This design comes from an exercise in tuning for small area, a short achievable clock period and few clock cycles per item on the open sky130 flow, not from production work. At most, simulation tests tie the RTL to the original design; equivalence was not proved. No activity file was given, so power comes from the tool's default toggle rates.

==> flow/design.v (excerpt) <==
module qrc_fxp (
    input  wire        clk,
    input  wire        rst,
    input  wire        in_valid,
    output wire        in_ready,
    input  wire [2:0]  in_op,
    input  wire [7:0]  in_fb,
    input  wire [15:0] in_raw,
    input  wire [63:0] in_val,
    input  wire [31:0] in_meas,
    input  wire [4:0]  in_capdac,
    output reg         out_valid,
    input  wire        out_ready,
    output wire [1:0]  out_status,
    output wire [15:0] out_rdata,
    output wire [63:0] out_rval
);
==> flow/config.mk <==
export PLATFORM = sky130hd
export DESIGN_NAME = qrc_fxp
export DESIGN_NICKNAME = qrc_fxp
export VERILOG_FILES = /design/flow/design.v
export SDC_FILE = /design/flow/constraint.sdc
export NUM_CORES = 4
export LEC_CHECK = 0
export ABC_AREA = 1
export CAP_MARGIN = 20
export CORE_MARGIN = 2
export CORE_UTILIZATION = 40
export SETUP_SLACK_MARGIN = 5
export SLEW_MARGIN = 20
==> flow/constraint.sdc <==
create_clock -name core_clock -period 9.0 [get_ports {clk}]
set_input_delay 1.8000 -clock core_clock [delete_from_list [all_inputs] [get_ports {clk}]]
set_output_delay 1.8000 -clock core_clock [all_outputs]
set_load 0.01 [all_outputs]
standard.sh (not shown) runs the stock make flow with config.mk's settings and CLKGATE_MAP_FILE= SYNTH_SCRIPT=/design/flow/synth_recipe.tcl, a recipe that flattens the netlist after the stock synthesis.
==> flow/flow/run.sh <==
#!/bin/bash
# Standard layout, with plain buf_1 cells as the port buffers (ORFS picks a
# delay cell by default). Every ORFS step still writes its own log under
# orfs/logs; make's own output goes to flow_make.log.
set -euo pipefail
export BUFFER_PORTS_ARGS="-buffer_cell sky130_fd_sc_hd__buf_1"
bash standard.sh finish > flow_make.log 2>&1
Testbench counts at the start, summed over its fixed seeds: cycles 12,016, items 12,000.
==> next run, changes <==
==> flow/run.sh (new file) <==
#!/bin/bash
# synth_recipe.tcl (not shown) runs the flow's synth.tcl, then flattens the netlist and writes it again
# the make line also repeats each setting of config.mk as NAME=value (left out here)
make -C /OpenROAD-flow-scripts/flow DESIGN_CONFIG=/design/flow/config.mk WORK_HOME=/design/flow/orfs CLKGATE_MAP_FILE= SYNTH_SCRIPT=/design/flow/synth_recipe.tcl finish
removed: flow/flow/run.sh
removed: flow/standard.sh
Result:
- synthesized area does not change
- critical path depth grows by 13
- power grows by 16%
- sequential cell count stays the same
- fmax shrinks by 1.4%
- worst hold slack stays flat
- count of clock-buffer cells in the layout grows by 1
- sequential power shrinks by about 0.7%
==> next run, changes <==
==> flow/flow/run.sh (new file) <==
#!/bin/bash
# Standard layout, with plain buf_1 cells as the port buffers (ORFS picks a
# delay cell by default). Every ORFS step still writes its own log under
# orfs/logs; make's own output goes to flow_make.log.
set -euo pipefail
export BUFFER_PORTS_ARGS="-buffer_cell sky130_fd_sc_hd__buf_1"
bash standard.sh finish > flow_make.log 2>&1
==> flow/standard.sh (new file) <==
#!/bin/bash
# synth_recipe.tcl (not shown) runs the flow's synth.tcl, then flattens the netlist and writes it again
# the make line also repeats each setting of config.mk as NAME=value (left out here)
make -C /OpenROAD-flow-scripts/flow DESIGN_CONFIG=/design/flow/config.mk WORK_HOME=/design/flow/orfs CLKGATE_MAP_FILE= SYNTH_SCRIPT=/design/flow/synth_recipe.tcl "${@:-finish}"
TNS_END_PERCENT = 0   (was unset)
removed: flow/run.sh
After rerunning: Clock-buffer cell count is unchanged; final cell count went down by a few percent; critical path depth went down by 3; power went down by about a fifth; worst setup slack degrades by 0.038 ns; routed wire length went down by roughly a tenth; hold slack barely changes; final area went down by about a fifth; sequential power stays flat; maximum frequency went down slightly; sequential share of layout area went up by 4.1 points.


## main
Another version of the RTL of qrc_fxp (not shown whole).
Size in the first run: roughly 1300 cells after synthesis, ~73 flip-flops, ~8600 µm² of cells after synthesis.
export LEC_CHECK = 0
export ABC_AREA = 1
export CAP_MARGIN = 20
export CORE_MARGIN = 2
export CORE_UTILIZATION = 40
export SETUP_SLACK_MARGIN = 4.5
export SLEW_MARGIN = 20
create_clock -name core_clock -period 9.0 [get_ports {clk}]
run.sh (not shown) runs the stock make flow with config.mk's settings and CLKGATE_MAP_FILE= SYNTH_SCRIPT=/design/flow/synth_recipe.tcl, a recipe that flattens the netlist after the stock synthesis.
Stock flow here: none of the scripts above is used.
Per the final summary, main finished and its layout is clean on timing, DRC and antenna.
The inputs of the feature branch differ from those of main as listed below.
diff --git a/flow/config.mk b/flow/config.mk
--- a/flow/config.mk
+++ b/flow/config.mk
@@ -6,8 +6,8 @@
 export NUM_CORES = 4
 export LEC_CHECK = 0
-export ABC_AREA = 1
+export ABC_CLOCK_PERIOD_IN_PS = 4000
 export CAP_MARGIN = 20
 export CORE_MARGIN = 2
 export CORE_UTILIZATION = 40
-export SETUP_SLACK_MARGIN = 4.5
+export SETUP_SLACK_MARGIN = 5
 export SLEW_MARGIN = 20
Notes after the runs:
- The feature branch has completed all stages; timing, DRC and antenna checks passed.
- Run comparison: main main combinational cell family by area after synthesis simple AND/OR/NAND/NOR gates; the feature branch main combinational cell family by area after synthesis compound AO/OA/AOI/OAI gates
- Count of cells resized by post-cts repair went up by more than a quarter going from main to the feature branch.
- Core footprint: the feature branch and main compared, higher one is the feature branch
- | final-layout fill cell count | higher: main |
No functional check of the RTL was part of any run of this note.

-- afterwards: timing with drivers on the ports --
No port has a modelled driver above. Below, the same layouts with a new extraction and two added sets of constraints.
Step 1 sets driving cells, clkbuf_16 on the clock port and buf_2 on the other inputs (assumed; they add their load-dependent delay and slew).
Step 2, shift: input delay + t, output delay - t, t = (earliest + latest rising clock arrival at the registers) / 2. This alone moves slack from input paths to output paths.
Three values: ideal ports, drivers, drivers and shift; two values: the first two.
run | t, ns | slack for setup (ns) | pins driven straight from the clock port
the first run of note 1 | 0.402 | 4.891 / 4.873 / 4.471 | 1
the second run of note 1 | 0.397 | 4.831 / 4.831 / 4.475 | 1
the third run of note 1 | 0.398 | 4.794 / 4.794 / 4.524 | 1
main | 0.377 | 3.526 / 3.482 / 3.466 | 1
the feature branch | 0.372 | 3.778 / 3.736 / 3.858 | 1
After both steps setup and hold are still met in every run listed. The setup slack of the first run of note 1, which loses most, moves by -0.018 ns with the drivers and by -0.420 ns with both steps.
